What follows belongs to an exercise in optimizing a design on an open flow for small area, a short achievable clock period and few clock cycles; a production flow would make more cautious choices. The RTL was checked by simulation tests, not by an equivalence proof against the original design. Power is estimated from default activity; no workload was simulated.

--- flow/run.sh ---
#!/bin/bash
# synth_recipe.tcl (not shown) runs the flow's synth.tcl, then flattens the netlist and writes it again
# the make line also repeats each setting of config.mk as NAME=value (left out here)
make -C /OpenROAD-flow-scripts/flow DESIGN_CONFIG=/design/flow/config.mk WORK_HOME=/design/flow/orfs CLKGATE_MAP_FILE= SYNTH_SCRIPT=/design/flow/synth_recipe.tcl finish
--- flow/config.mk ---
export PLATFORM = sky130hd
export DESIGN_NAME = sept20_ranker
export DESIGN_NICKNAME = sept20_ranker
export VERILOG_FILES = /design/flow/design.v
export SDC_FILE = /design/flow/constraint.sdc
export NUM_CORES = 4
export LEC_CHECK = 0
export CAP_MARGIN = 20
export CORE_MARGIN = 2
export CORE_UTILIZATION = 40
export SLEW_MARGIN = 20
--- flow/constraint.sdc ---
create_clock -name core_clock -period 22.0 [get_ports {clk}]
set_input_delay 4.4000 -clock core_clock [delete_from_list [all_inputs] [get_ports {clk}]]
set_output_delay 4.4000 -clock core_clock [all_outputs]
set_load 0.01 [all_outputs]
--- flow/design.v ---
module sept20_ranker (
    input  wire        clk,
    input  wire        rst,           
    input  wire        cmd_valid,
    output wire        cmd_ready,
    input  wire [7:0]  cmd_op,
    input  wire [31:0] cmd_a,
    output reg         rsp_valid,
    output reg  [2:0]  rsp_status,
    output reg  [31:0] rsp_data
);
    localparam NSLOT = 32;
    localparam SW    = 5;    
    localparam CW    = 16;   
    localparam KW    = 18;
    localparam OP_NOP      = 8'h00;
    localparam OP_RESET    = 8'h01;
    localparam OP_CLEAR    = 8'h30;
    localparam OP_COUNT    = 8'h31;
    localparam OP_SORT     = 8'h32;
    localparam OP_LOOKUP   = 8'h33;
    localparam OP_PALREAD  = 8'h34;
    localparam E_NONE     = 3'd0;
    localparam E_CAPACITY = 3'd3;
    localparam E_USAGE    = 3'd4;
    wire [KW-1:0] key  [0:NSLOT-1];
    wire [CW-1:0] cnt  [0:NSLOT-1];
    wire [SW-1:0] rnk  [0:NSLOT-1];    
    wire [SW-1:0] pal  [0:NSLOT-1];    
    reg [SW:0]   ndist;
    reg [CW-1:0] total;
    reg          rsorted;
    reg [SW:0]   pal_len;
    reg [2:0]    err;
    reg          sorting;
    reg [SW-1:0] sidx;
    assign cmd_ready = !sorting;
    wire accept = cmd_valid && cmd_ready;
    wire [KW-1:0] qkey = {cmd_a[7:2], cmd_a[15:10], cmd_a[23:18]};
    wire [KW-1:0] skey = (cmd_op == OP_COUNT) ? qkey : cmd_a[KW-1:0];
    reg          hit;
    reg [SW-1:0] hit_slot;
    integer i;
    always @(*) begin
        hit = 1'b0;
        hit_slot = {SW{1'b0}};
        for (i = 0; i < NSLOT; i = i + 1) begin
            if (i < ndist && key[i] == skey && !hit) begin
                hit = 1'b1;
                hit_slot = i[SW-1:0];
            end
        end
    end
    reg [SW:0] srank;
    integer j;
    always @(*) begin
        srank = {(SW+1){1'b0}};
        for (j = 0; j < NSLOT; j = j + 1) begin
            if (j < ndist &&
                ((cnt[j] > cnt[sidx]) || (cnt[j] == cnt[sidx] && j < sidx)))
                srank = srank + 1'b1;
        end
    end
    wire          count_ok = !rst && accept && cmd_op == OP_COUNT && err == E_NONE &&
                             total != {CW{1'b1}} && (hit || ndist != NSLOT);
    wire [SW-1:0] new_slot = ndist[SW-1:0];
    wire [CW-1:0] cnt_next = hit ? cnt[hit_slot] + 1'b1 : {{(CW-1){1'b0}}, 1'b1};
    genvar g;
    generate
        for (g = 0; g < NSLOT; g = g + 1) begin : slot
            reg [KW-1:0] key_r;
            reg [CW-1:0] cnt_r;
            reg [SW-1:0] rnk_r;
            reg [SW-1:0] pal_r;
            always @(posedge clk) begin
                if (count_ok && !hit && new_slot == g)
                    key_r <= qkey;
                if (count_ok && (hit ? hit_slot : new_slot) == g)
                    cnt_r <= cnt_next;
                if (!rst && sorting && sidx == g)
                    rnk_r <= srank[SW-1:0];
                if (!rst && sorting && srank[SW-1:0] == g)
                    pal_r <= sidx;
            end
            assign key[g] = key_r;
            assign cnt[g] = cnt_r;
            assign rnk[g] = rnk_r;
            assign pal[g] = pal_r;
        end
    endgenerate
    always @(posedge clk) begin
        if (rst) begin
            ndist      <= 0;
            total      <= 0;
            rsorted    <= 1'b0;
            pal_len    <= 0;
            err        <= E_NONE;
            sorting    <= 1'b0;
            sidx       <= 0;
            rsp_valid  <= 1'b0;
            rsp_status <= 3'd0;
            rsp_data   <= 32'd0;
        end else begin
            rsp_valid <= 1'b0;
            if (sorting) begin
                if ({1'b0, sidx} == ndist - 1'b1) begin
                    sorting    <= 1'b0;
                    pal_len    <= ndist;
                    rsorted    <= 1'b1;
                    rsp_valid  <= 1'b1;
                    rsp_status <= E_NONE;
                    rsp_data   <= {{(32-SW-1){1'b0}}, ndist};
                end
                sidx <= sidx + 1'b1;
            end else if (accept) begin
                rsp_valid  <= 1'b1;
                rsp_status <= E_NONE;
                rsp_data   <= 32'd0;
                if (cmd_op == OP_RESET) begin
                    ndist   <= 0;
                    total   <= 0;
                    rsorted <= 1'b0;
                    pal_len <= 0;
                    err     <= E_NONE;
                end else if (cmd_op == OP_NOP) begin
                end else if (err != E_NONE) begin
                    rsp_status <= err;
                end else begin
                    case (cmd_op)
                    OP_CLEAR: begin
                        ndist   <= 0;
                        total   <= 0;
                        rsorted <= 1'b0;
                        pal_len <= 0;
                    end
                    OP_COUNT: begin
                        if (total == {CW{1'b1}}) begin
                            rsp_status <= E_USAGE;
                            err        <= E_USAGE;
                        end else if (!hit && ndist == NSLOT) begin
                            rsp_status <= E_CAPACITY;
                            err        <= E_CAPACITY;
                        end else begin
                            if (!hit)
                                ndist <= ndist + 1'b1;
                            total    <= total + 1'b1;
                            rsorted  <= 1'b0;
                            rsp_data <= {{(32-KW){1'b0}}, qkey};
                        end
                    end
                    OP_SORT: begin
                        if (ndist == 0) begin
                            pal_len <= 0;
                            rsorted <= 1'b1;
                        end else begin
                            rsp_valid <= 1'b0;
                            sorting   <= 1'b1;
                            sidx      <= 0;
                        end
                    end
                    OP_LOOKUP: begin
                        if (!rsorted || !hit) begin
                            rsp_status <= E_USAGE;
                            err        <= E_USAGE;
                        end else begin
                            rsp_data <= {{(32-SW){1'b0}}, rnk[hit_slot]};
                        end
                    end
                    OP_PALREAD: begin
                        if (cmd_a >= {{(32-SW-1){1'b0}}, pal_len}) begin
                            rsp_status <= E_USAGE;
                            err        <= E_USAGE;
                        end else begin
                            rsp_data <= {{(32-KW){1'b0}}, key[pal[cmd_a[SW-1:0]]]};
                        end
                    end
                    default: begin
                        rsp_status <= E_USAGE;
                        err        <= E_USAGE;
                    end
                    endcase
                end
            end
        end
    end
endmodule
==> summary.md <==
| Metric | Value |
|---|---|
| Die Height | `471 µm` |
| Netlist cell types | `114` |
| Arrival time at the worst endpoint | `21.50 ns` |
| Final Critical Period | `20.93 ns` |
| Final slew viol count | `0` |
| Fmax | `about 48 MHz` |
| DRT Pass-1 Iters | `9` |
| Mean area per synthesized cell | `10.9 µm²` |
| Aggregate global routing overflow | `0` |
| Pwr dens | `62.6 nW/µm²` |
| Synthesized cell area | `87200 µm²` |
| Largest net degree at the start of global routing | `52` |
| Clock latency on the worst-skew pair | `0.87 ns` |
| VDD IR max | `0.0000801 V` |
| Rel. slew slack | `0.0918` |
| Setup Viol. Count Final | `0` |
| Synth warnings | `1` |
| DPL Wire Length | `383000 µm` |
| Net Sw Frac | `0.249` |
| Sequential Power Share | `0.481` |
| CTS buffer count | `167` |
| Gr usage total | `0.456` |
| Filler Cell Count | `19900` |
| Sequential element share of the synthesized area | `0.498` |
| Global-route wire length before repair | `between 600000 and 700000 µm` |
| Slew @ Worst Pin | `1.36 ns` |
| Multi-input logic area | `42800 µm²` |
| Placed insts | `11000` |
| Gate power share | `0.060` |
| Die W | `471 µm` |
| Nets | `8903` |
| Area leader, netlist | `edfxtp_1` |
| Fin Hold WS | `about 0.46 ns` |
| Net switching power | `1.57 mW` |
| Syn Inst Count | `7996` |
| Share of cells above drive strength 1 | `0.137` |
| Post-Route WL | `520000 µm` |
| Status | `timing/DRC/antenna clean` |
| 1st-iter DRT viols | `16000` |
| Fin cells | `11400` |
| Via count | `83600` |
| Startpoint types | `register` |
| CP endpoint | `slot[10].pal_r[4]$_DFFE_PP_` |
| Root Buffer | `clkbuf_16` |
| Clk pwr share | `0.459` |
| Crit-path max FO | `23` |
| Number of global-route vias before repair | `76200` |
| Via density | `7.36` |
| Most used cell, CP | `ha_1` |
| CP endpoint kind | `register` |
| CORE AREA | `around 220000 µm²` |
| CP Launch Point | `sidx[3]$_SDFFE_PP0P_` |
| DR WL/cell | `45.8 µm` |
| IO Count | `80` |
| R2R Path Start | `sidx[3]$_SDFFE_PP0P_` |
| Setup Crit Path Kind | `reg2reg` |
| Worst-case clock skew | `a little under 0.06 ns` |
| TritonCTS clock tree | `yes` |
| Commonest cells in the netlist | `edfxtp_1, a21oi_1, ha_1, nor2_1, and3_1` |
| Final worst path period share | `0.951` |
| Number of synthesized flops with an enable pin | `~1400` |
| Hold Vio Cnt, Final | `0` |
| Global placement routability congestion | `1.12` |
| Placement Rows | `171` |
| Yosys reg bits | `1466` |
| Post-synthesis async set-or-reset flop share | `0` |
| Most common cell in the netlist | `edfxtp_1` |
| Area grow syn2layout | `15.5%` |
| Total die area | `222000 µm²` |
| Sum Neg Setup Slack | `0 ns` |
| Cell internal pwr | `approximately 4.7 mW` |
| MaxCap Viol Count | `0` |
| Worst R2R End | `slot[10].pal_r[4]$_DFFE_PP_` |
| R2R depth | `114` |
| Post-route ant nets | `0` |
| Htree depth | `4` |
| I/O Buffers | `65` |
| Initial Utilization | `0.402` |
| Final Power | `approximately 6.3 mW` |
| Worst-path clk slew | `0.07 ns` |
| Initial antenna violation count | `32` |
| Slowest CP cell | `nor3_1` |
| Synth area leaders | `edfxtp_1, ha_1, a21oi_1` |
| Hold Path Class | `reg2reg` |
| CTS sink count | `1466` |
| CP required | `roughly 23 ns` |
| Worst reg-to-reg setup slack | `between 1 and 1.5 ns` |
| Static Leak | `35.8 nW` |
| Top-area cell type share of the netlist area | `0.485` |
| Ys flop type | `edfxtp_1` |
| CP peak stage delay | `0.51 ns` |
| Clk buf depth | `3` |
| Drt drc | `0` |
| Register area | `43500 µm²` |
[metal layers]
metal / wire (µm) / track usage / vias up
li1: - / - / 32700
met1: 174000 / 0.522 / 40600
met2: 214000 / 0.657 / 7822
met3: 66500 / 0.160 / 2509
met4: 65300 / 0.440 / 22
met5: 184 / 0.000649 / -
[stage by stage]
step	util	cell area, µm²	setup slack (ns)
after floorplan	-	87200	0.0778
after global placement	0.436	94600	0.896
after detailed placement	0.436	94600	0.748
after CTS	0.461	100000	0.645
after global routing	0.464	101000	-0.0289
final	0.464	101000	1.07
[logic make-up after synthesis]
logic type      share of synthesized area
simple gates                        0.167
compound gates                      0.175
flops                               0.498
buf+inv                            0.0272
fa+ha+maj                          0.0781
xor+xnor                           0.0426
mux                                0.0112
other cells                     0.0000430
[what timing repair did]
action                     CTS  global route
buffers inserted             0             8
setup endpoints to repair    0           256
hold buffers                 0             0
resized for setup            0            42
[worst min-delay path by stage]
stage                               startpoint                          to  slack [ns]  depth (start not counted)
floorplan              pal_len[3]$_SDFFE_PP0P_     pal_len[3]$_SDFFE_PP0P_        0.43                          2
global route        rsp_status[2]$_SDFFE_PP0P_  rsp_status[2]$_SDFFE_PP0P_        0.48                          2
finish                 pal_len[2]$_SDFFE_PP0P_     pal_len[2]$_SDFFE_PP0P_        0.46                          2
detailed placement     pal_len[4]$_SDFFE_PP0P_     pal_len[4]$_SDFFE_PP0P_        0.45                          2
CTS                    pal_len[4]$_SDFFE_PP0P_     pal_len[4]$_SDFFE_PP0P_        0.46                          2
global placement       pal_len[2]$_SDFFE_PP0P_     pal_len[2]$_SDFFE_PP0P_        0.44                          2
[registers in the layout, indices dropped and copies added, names as in the netlist]
register	flops
slot.key_r	576
sorting	1
pal_len	6
rsp_status	2
total	16
rsp_data	18
slot.cnt_r	512
sidx	5
ndist	6
slot.pal_r	160
slot.rnk_r	160
rsp_valid	1
err	2
rsorted	1
[cell type report]
| type | count | area share |
|---|---|---|
| Clock buffer | 215 | 0.0444 |
| Clock inverter | 91 | 0.00943 |
| Multi-Input combinational cell | 5938 | 0.425 |
| Antenna cell | 37 | 0.000920 |
| Sequential cell | 1466 | 0.432 |
| Timing Repair Buffer | 609 | 0.0475 |
| Tap cell | 2854 | 0.0355 |
| Inverter | 149 | 0.00557 |
[power by group through the flow]
stage          clock network (mW)  logic [mW]  registers, mW
2_1_floorplan                   0       0.155           3.09
3_3_place_gp                    0       0.342           3.09
3_5_place_dp                    0       0.342           3.09
4_1_cts                      2.88       0.343           3.03
5_1_grt                      2.99       0.373           3.03
6_report                     2.89       0.381           3.03
[cells in the final DEF, fill, tap and decap left out, types with 32 or more instances in the layout]
cell and instances:
a211oi_1 50, a21o_1 158, a21oi_1 673, a221oi_1 154, a222oi_1 76, a22o_1 110
a22oi_1 420, a31oi_1 37, and2_1 57, and3_1 426, and4_1 41, buf_4 527
clkbuf_1 40, clkbuf_16 170, clkdlybuf4s50_1 46, clkinv_1 33, dfxtp_1 53, diode_2 37
edfxtp_1 1408, ha_1 526, inv_1 142, mux2i_1 58, nand2_1 396, nand2b_1 46
nand3_1 208, nand4_1 310, nor2_1 372, nor2_2 46, nor2b_1 49, nor3_1 160
nor3_2 32, nor4_1 242, o21ai_0 204, or2_2 39, or3_1 65, xnor2_1 195
xor2_1 142
[worst max-delay path: cells and delay by family, from the launching register on]
| family | cells | cell delay, ns |
|---|---|---|
| AND/OR/NAND/NOR | 43 | 5.85 |
| adder cells (fa/ha/maj) | 19 | 5.26 |
| AO/OA/AOI/OAI | 28 | 4.94 |
| XOR/XNOR | 11 | 1.96 |
| multiplexers | 5 | 1.19 |
| buffers and inverters | 8 | 0.93 |
| flip-flops | 1 | 0.45 |
Testbench counts, summed over its fixed seeds: cycles 24,016.

[separate check: timing with driven ports]
In the flow no input, the clock included, has a driving cell. The finished layout below was timed again as built, in two steps.
Step 1 (the two cells are an assumption about what drives the block):
set clk [get_ports {clk}]
set_driving_cell -lib_cell sky130_fd_sc_hd__clkbuf_16 $clk
set_driving_cell -lib_cell sky130_fd_sc_hd__buf_2 [delete_from_list [all_inputs] $clk]
Step 2 moves the port delays by t, midway between the first and last clock arrival at a register: inputs arrive t later, outputs are due t later. That takes back most of the time a late clock gives input paths.
Three values: ideal ports, drivers, drivers and shift; two values: the first two.
shift t [ns]: 0.959
slack for setup (ns): 1.069 / 1.069 / 1.069
latest minus earliest clock arrival (ns): 0.057 / 0.058
worst register clock-pin slew, ns: 0.07 / 0.07
After both steps setup and hold are still met in this run. The setup slack of this run moves by 0.000 ns with the drivers and by 0.000 ns with both steps.
